What follows belongs to an exercise in optimizing a design on an open flow for small area, a short achievable clock period and few clock cycles per item; a production flow would make more cautious choices. The RTL was checked by simulation tests, not by an equivalence proof against the original design. Power is estimated from default activity; no workload was simulated.

==> flow/design.v (excerpt) <==
module ad5934_ctrl (
    input  wire         clk,
    input  wire         rst,           
    input  wire         cmd_valid,
    output wire         cmd_ready,
    input  wire [167:0] cmd,
    output reg          rsp_valid,
    output wire [209:0] rsp,
    output wire         bus_req,
    output wire         bus_we,
    output wire [7:0]   bus_addr,
    output wire [7:0]   bus_wdata,
    input  wire         bus_ack,
    input  wire [7:0]   bus_rdata,
    input  wire         bus_err,
    input  wire [31:0]  poll_budget
);
    localparam [2:0] CTL_IDLE     = 3'd0,
                     CTL_STANDBY  = 3'd1,
                     CTL_INITED   = 3'd2,
                     CTL_SWEEPING = 3'd3,
                     CTL_COMPLETE = 3'd4,
                     CTL_FAULTED  = 3'd5;
    reg        rdy;                  
    reg [2:0]  ctl;
    reg        configured;
    reg        rs_ill;               
    reg        rs_ber;               
    reg        rs_flt;               
    reg        rs_emp;               
    reg        rs_enc;               
    reg        rs_f0, rs_f1, rs_f2;  
    reg        rs_c1, rs_c2;         
    reg        rs_cfg;               
    reg        rs_rmw;               
    reg        rs_rep, rs_inc, rs_cmp;   
    reg        r_sv, r_pv;           
    reg        breq, bwe;
    reg [4:0]  baddr;                
    reg [7:0]  bwdata;
    reg [7:0]  op;
    reg        is_enc, is_cfg, is_poll, is_stby, is_pd, is_init, is_strt;
    reg [33:0] S;                    
    reg [23:0] Q;                    
    reg [31:0] Creg;                 
    reg        fA;                   
    reg        chk1, chk2, chk3, ovb, ovfA, ovfB;
    reg        dv_run, dv_sec, pend, cfg_ok, cmp_pend, add_re, add_im;
    reg [4:0]  dv_cnt;
    reg        tof, to_r;
    reg        x_S, x_fp1, y_Cn, y_Cp, y_sx, a_cin;
    reg        it0b;                 
    reg [24:0] p_start, p_inc;
    reg [8:0]  p_ninc;
    reg [15:0] p_rep;
    reg [8:0]  idx;                  
    reg [15:0] cnt;                  
    reg [31:0] sum_re;               
    reg [31:0] sum_im;               
    reg [31:0] fp1;                  
    reg [33:0] pf;                   
    wire [7:0] cop = cmd[7:0];
    wire       ctl_is = (ctl == CTL_IDLE) || (ctl == CTL_STANDBY);
    reg        c_legal, c_bus, c_div;
  ...
Size: ~2500 cells after synthesis, roughly 0.023 mm² of cells after synthesis.
export LEC_CHECK = 0
export CAP_MARGIN = 20
export CORE_MARGIN = 2
export CORE_UTILIZATION = 66
export CTS_CLUSTER_DIAMETER = 100
export CTS_CLUSTER_SIZE = 20
export PLACE_DENSITY = 0.78
export SETUP_SLACK_MARGIN = 4.5
export SLEW_MARGIN = 20
create_clock -name core_clock -period 8.0 [get_ports {clk}]
standard.sh (not shown) runs the stock make flow with config.mk's settings and CLKGATE_MAP_FILE= SYNTH_SCRIPT=/design/flow/synth_recipe.tcl, a recipe that flattens the netlist after the stock synthesis.
==> flow/flow/run.sh <==
#!/bin/bash
# Standard layout, with the port buffers made of the smallest buffer cell.
set -euo pipefail
bash standard.sh 'BUFFER_PORTS_ARGS=-buffer_cell sky130_fd_sc_hd__buf_1' finish > orfs_make.log 2>&1
The first run finished with timing, DRC and antenna clean.
Testbench counts at the start, summed over its fixed seeds: cycles 52,357, commands 4,800.
Rerun with:
Settings changed: CORE_UTILIZATION 66 to 60, PLACE_DENSITY 0.78 to 0.72, SETUP_SLACK_MARGIN 4.5 to 4.65.
Setup slack gets better by 0.15 ns; cell area came out higher by a few percent; register-to-register slack gets better by 0.15 ns; power is about the same; first-iteration DRC count came out lower by about a fifth; wire length came out lower slightly; utilization came out lower by 4.8 points; via count came out lower by a few percent.
Rerun with:
Settings changed: CTS_CLUSTER_DIAMETER 100 to unset, SETUP_SLACK_MARGIN 4.65 to 4.5.
What happened: The new run completed without violations; cell area is about the same; worst setup slack loses 0.17 ns; non-clock buffer count fell by 32; area after synthesis does not change; die area does not change; maximum frequency decreases by a few percent; sequential share of layout area came out lower by 0.19 points; cell count is about the same.
Rerun with:
Settings changed: CORE_UTILIZATION 60 to 50, CTS_CLUSTER_SIZE 20 to unset, PLACE_DENSITY 0.72 to 0.65.
Worst setup slack degrades by 0.0044 ns. Maximum frequency barely changes. Flip-flop and latch count is unchanged. Hold slack gains 0.0079 ns. Wire length climbs by 3.1%. Global-route usage fell by 7.0 points. Power came out higher by 1.2%. Design area went up by 1.9%. Register-to-register slack hardly moves. Clock power rose by about 3%. Via count came out lower by 1.8%.

* * *

ad5934_ctrl, a different RTL version from the one above (not shown whole).
Size in the first run: roughly 440 I/O pins, about 23000 um^2 of cells after synthesis.
// ad5934_ctrl
module ad5934_ctrl (
    input  wire         clk,
    input  wire         rst,           
    input  wire         cmd_valid,
    output wire         cmd_ready,
    input  wire [167:0] cmd,
    output reg          rsp_valid,
    output wire [209:0] rsp,
    output wire         bus_req,
    output wire         bus_we,
    output wire [7:0]   bus_addr,
    output wire [7:0]   bus_wdata,
    input  wire         bus_ack,
    input  wire [7:0]   bus_rdata,
    input  wire         bus_err,
    input  wire [31:0]  poll_budget
);
    localparam [2:0] CTL_IDLE     = 3'd0,
                     CTL_STANDBY  = 3'd1,
                     CTL_INITED   = 3'd2,
                     CTL_SWEEPING = 3'd3,
                     CTL_COMPLETE = 3'd4,
                     CTL_FAULTED  = 3'd5;
    reg        rdy;                  
    reg [2:0]  ctl;
    reg        configured;
    reg [2:0]  r_status;
    reg        r_sv, r_pv, r_code;
    reg        r_ill, r_ber, r_stf, r_i1, r_i2;
    reg        c_clr, c_inc, c_cmp, c_rep, c_fz, c_finc, c_cfg;
    reg        breq, bwe;
    reg [4:0]  baddr;                
    reg [7:0]  bwdata;
    reg [7:0]  op;
    reg [32:0] S;                    
    reg [23:0] Q;                    
    reg [31:0] Creg;                 
    reg        fA;                   
    reg        chk1, chk2, ovfA;
    reg        dv_run, dv_sec, pend, cfg_ok, cmp_pend, add_re, add_im;
    reg [4:0]  dv_cnt;
    reg [24:0] p_start, p_inc;
    reg [8:0]  p_ninc;
    reg [15:0] p_rep;
    reg [8:0]  idx;                  
    reg [15:0] cnt;                  
    reg [31:0] sum_re;               
    reg [31:0] sum_im;               
    reg [31:0] fp1;                  
    reg [33:0] pf;                   
    wire [7:0] cop = cmd[7:0];
    wire       ctl_is = (ctl == CTL_IDLE) || (ctl == CTL_STANDBY);
    reg        c_legal, c_bus, c_div;
    always @(*) begin
        c_bus = 1'b0;
        c_div = 1'b0;
        case (cop)
  ...
clock: 8.0 ns
lec_check: 0
cap_margin: 20
core_margin: 2
core_utilization: 55
place_density: 0.7
setup_slack_margin: 4.5
slew_margin: 20
Scripts as last shown in full above: flow/flow/run.sh
Testbench counts at the start, summed over its fixed seeds: cycles 52,207, commands 4,800.
Rerun with:
Settings changed: SETUP_SLACK_MARGIN 4.5 to default.
Clock skew is about the same.
Routed wire length goes down by 7.7%.
Cell area goes down by about 9%.
Synthesized area stays the same.
Worst setup slack loses 1700 ps.
Clock power barely changes.
Core utilization goes down by 6.2 points.

* * *

RTL: one of the versions met above, not the one the previous note started from.
Size in the first run: ~2,500 cells after synthesis, roughly 400 flip-flops, roughly 440 I/O pins, about 23,000 µm² of cells after synthesis.
Settings: LEC_CHECK=0, CAP_MARGIN=20, CORE_MARGIN=2, CORE_UTILIZATION=60, CTS_CLUSTER_DIAMETER=100, CTS_CLUSTER_SIZE=20, PLACE_DENSITY=0.72, SETUP_SLACK_MARGIN=4.75, SLEW_MARGIN=20; clock period 8.0 ns.
Scripts as last shown in full above: flow/flow/run.sh
Testbench counts at the start, summed over its fixed seeds: cycles 52,357, commands 4,800.
Edit:
Settings changed: CORE_UTILIZATION 60 to 50, CTS_CLUSTER_DIAMETER 100 to unset, CTS_CLUSTER_SIZE 20 to unset, PLACE_DENSITY 0.72 to 0.65, SETUP_SLACK_MARGIN 4.75 to 4.2.
=>
- worst hold slack got worse by 0.013 ns
- critical path depth falls by 11
- synthesized cell count is unchanged
- clock skew falls by 0.036 ns
- global-route usage shrinks by 6.2 points
- non-clock buffer count came out lower by 75
Edit:
Settings changed: SETUP_SLACK_MARGIN 4.2 to 4.8.
The changed run produced a clean layout.
Global-route usage rises by 2.1 points.
Final area rises by 16%.
Synthesized cell count is unchanged.
Edit:
Settings changed: CORE_UTILIZATION 50 to 60, CTS_CLUSTER_DIAMETER set to 100, CTS_CLUSTER_SIZE set to 20, PLACE_DENSITY 0.65 to 0.72, SETUP_SLACK_MARGIN 4.8 to 4.5.
After rerunning: Die area is lower by about a fifth. Routed wire length drops by roughly a tenth. Clock-buffer cell count goes down by 24. Area after synthesis stays the same. Cell count fell by a little under a tenth. Maximum frequency drops by a few percent. Cell area shrinks by about a fifth.

* * *

Another version of the RTL of ad5934_ctrl (not shown whole).
Size: about 2700 cells after synthesis, ~380 flip-flops.
==> flow/design.v (excerpt) <==
module ad5934_ctrl (
    input  wire         clk,
    input  wire         rst,           
    input  wire         cmd_valid,
    output wire         cmd_ready,
    input  wire [167:0] cmd,
    output reg          rsp_valid,
    output wire [209:0] rsp,
    output wire         bus_req,
    output wire         bus_we,
    output wire [7:0]   bus_addr,
    output wire [7:0]   bus_wdata,
    input  wire         bus_ack,
    input  wire [7:0]   bus_rdata,
    input  wire         bus_err,
    input  wire [31:0]  poll_budget
);
clock: 8.0 ns
lec_check: 0
cap_margin: 20
core_margin: 2
core_utilization: 55
place_density: 0.7
slew_margin: 20
run.sh (not shown) runs the stock make flow with config.mk's settings and CLKGATE_MAP_FILE= SYNTH_SCRIPT=/design/flow/synth_recipe.tcl, a recipe that flattens the netlist after the stock synthesis.
Stock flow here: none of the scripts above is used.
Testbench counts at the start, summed over its fixed seeds: cycles 52,207, commands 4,800.
==> next run, changes <==
==> flow/flow/run.sh (new file) <==
#!/bin/bash
# Standard layout, with the port buffers made of the smallest buffer cell.
set -euo pipefail
bash standard.sh 'BUFFER_PORTS_ARGS=-buffer_cell sky130_fd_sc_hd__buf_1' finish > orfs_make.log 2>&1
==> flow/standard.sh (new file) <==
#!/bin/bash
# synth_recipe.tcl (not shown) runs the flow's synth.tcl, then flattens the netlist and writes it again
# the make line also repeats each setting of config.mk as NAME=value (left out here)
make -C /OpenROAD-flow-scripts/flow DESIGN_CONFIG=/design/flow/config.mk WORK_HOME=/design/flow/orfs CLKGATE_MAP_FILE= SYNTH_SCRIPT=/design/flow/synth_recipe.tcl "${@:-finish}"
removed: flow/run.sh
After rerunning: Clock skew drops by 0.0079 ns. Combinational power drops by about 15%. Hold slack loses 0.018 ns. Worst setup slack gains 0.089 ns. Count of clock-buffer cells in the layout climbs by 11. Power drops by 2.8%. Maximum frequency climbs by about 1.3%. Routed wire length drops by 2.0%.

* * *

## run a
ad5934_ctrl, a different RTL version from the one above (not shown whole).
Size: roughly 440 I/O pins, about 24000 um2 of cells after synthesis.
clock: 8.0 ns
lec_check: 0
cap_margin: 20
core_margin: 2
core_utilization: 50
cts_buf_list: sky130_fd_sc_hd__clkbuf_8
place_density: 0.65
setup_slack_margin: 4.5
slew_margin: 20
standard.sh (not shown) runs the stock make flow with config.mk's settings and CLKGATE_MAP_FILE= SYNTH_SCRIPT=/design/flow/synth_recipe.tcl, a recipe that flattens the netlist after the stock synthesis.
==> flow/flow/run.sh <==
#!/bin/bash
# Standard layout, with the port buffers made of the smallest buffer cell.
set -euo pipefail
bash standard.sh 'BUFFER_PORTS_ARGS=-buffer_cell sky130_fd_sc_hd__buf_1' finish > orfs_make.log 2>&1
Run a | status: complete | timing, DRC, antenna: pass
Testbench counts of run a, summed over its fixed seeds: cycles 52,357, commands 4,800.
[inputs] run b vs run a
- a deleted CTS_BUF_LIST that had been sky130_fd_sc_hd__clkbuf_8
Notes after the runs:
- Of run b and run a, the run reporting the higher delay of the slowest cell on the worst path was run b.
- Run b vs run a, sum of routed wire segments on met1 went down by 1.0%.
- Run a → run b: maximum frequency climbed 3.5%, depth of the worst hold-timing path went down 1.
- Summary of run b over run a: cell area after layout now sits higher, sum of internal, switching and leakage power up 5.6%, share of the core filled with cells saw an increase, final layout net count now sits lower, final worst-path setup slack went up 120 ps.
- Cmp run b and run a / first-pass GRT wire length / lower: run b
- The power in combinational cells reported for run b is smaller than that of run a by about 1%.

* * *

Another version of the RTL of ad5934_ctrl (not shown whole).
For scale: ~400 flip-flops, about 440 I/O pins, ~23000 um2 of cells after synthesis.
Design ad5934_ctrl, start of the top module:
module ad5934_ctrl (
    input  wire         clk,
    input  wire         rst,           
    input  wire         cmd_valid,
    output wire         cmd_ready,
    input  wire [167:0] cmd,
    output reg          rsp_valid,
    output wire [209:0] rsp,
    output wire         bus_req,
    output wire         bus_we,
    output wire [7:0]   bus_addr,
    output wire [7:0]   bus_wdata,
    input  wire         bus_ack,
    input  wire [7:0]   bus_rdata,
    input  wire         bus_err,
    input  wire [31:0]  poll_budget
);
Settings: LEC_CHECK=0, CAP_MARGIN=20, CORE_MARGIN=2, CORE_UTILIZATION=60, CTS_CLUSTER_SIZE=20, PLACE_DENSITY=0.72, SETUP_SLACK_MARGIN=4.5, SLEW_MARGIN=20; clock period 8.0 ns.
Scripts as last shown in full above: flow/flow/run.sh
Testbench counts at the start, summed over its fixed seeds: cycles 52,207, commands 4,800.
Edit:
--- a/flow/config.mk
+++ b/flow/config.mk
@@ -8,7 +8,6 @@
 export CAP_MARGIN = 20
 export CORE_MARGIN = 2
-export CORE_UTILIZATION = 60
-export CTS_CLUSTER_SIZE = 20
-export PLACE_DENSITY = 0.72
+export CORE_UTILIZATION = 50
+export PLACE_DENSITY = 0.65
 export SETUP_SLACK_MARGIN = 4.5
 export SLEW_MARGIN = 20
Outcome: Routed wire length goes up by a few percent. First-iteration DRC count shrinks by about a fifth. Synthesized cell count is unchanged. Register-to-register slack improves by 0.02 ns. Clock-buffer cell count decreases by 2.

==> separate check: timing with driven ports <==
No port has a modelled driver above. Below, the same layouts with a new extraction and two added sets of constraints. Step 1 sets driving cells, clkbuf_16 on the clock port and buf_2 on the other inputs (assumed; they add their load-dependent delay and slew). Step 2, shift: input delay + t, output delay - t, t = (earliest + latest rising clock arrival at the registers) / 2. This alone moves slack from input paths to output paths. Slacks: ideal ports / drivers / drivers and shift; pairs: ideal ports / drivers.
run	shift t [ns]	setup slack, ns	latest minus earliest clock arrival (ns)
the first run of note 1	0.615	4.505 / 4.481 / 4.144	0.036 / 0.036
the second run of note 1	0.636	4.658 / 4.599 / 4.142	0.034 / 0.034
the third run of note 1	0.653	4.493 / 4.493 / 4.082	0.031 / 0.031
the fourth run of note 1	0.641	4.488 / 4.484 / 4.136	0.016 / 0.016
the first run of note 2	0.649	3.803 / 3.803 / 3.606	0.031 / 0.031
the second run of note 2	0.633	2.084 / 2.084 / 2.084	0.028 / 0.028
the first run of note 3	0.637	4.527 / 4.527 / 4.233	0.051 / 0.051
the second run of note 3	0.651	4.303 / 4.242 / 3.744	0.015 / 0.015
the third run of note 3	0.651	4.588 / 4.588 / 4.201	0.021 / 0.020
the fourth run of note 3	0.628	4.504 / 4.504 / 4.014	0.045 / 0.044
the first run of note 4	0.639	1.218 / 1.218 / 1.218	0.029 / 0.029
the second run of note 4	0.636	1.307 / 1.307 / 1.307	0.021 / 0.022
run a	0.716	4.334 / 4.334 / 3.998	0.043 / 0.044
run b	0.649	4.458 / 4.458 / 3.977	0.020 / 0.020
the first run of note 6	0.653	4.447 / 4.412 / 3.960	0.025 / 0.026
the second run of note 6	0.644	4.469 / 4.462 / 3.921	0.021 / 0.022
After both steps every run listed still meets setup and hold. For the second run of note 3, which loses most, drivers alone change the setup slack by -0.061 ns; drivers and shift together by -0.559 ns.
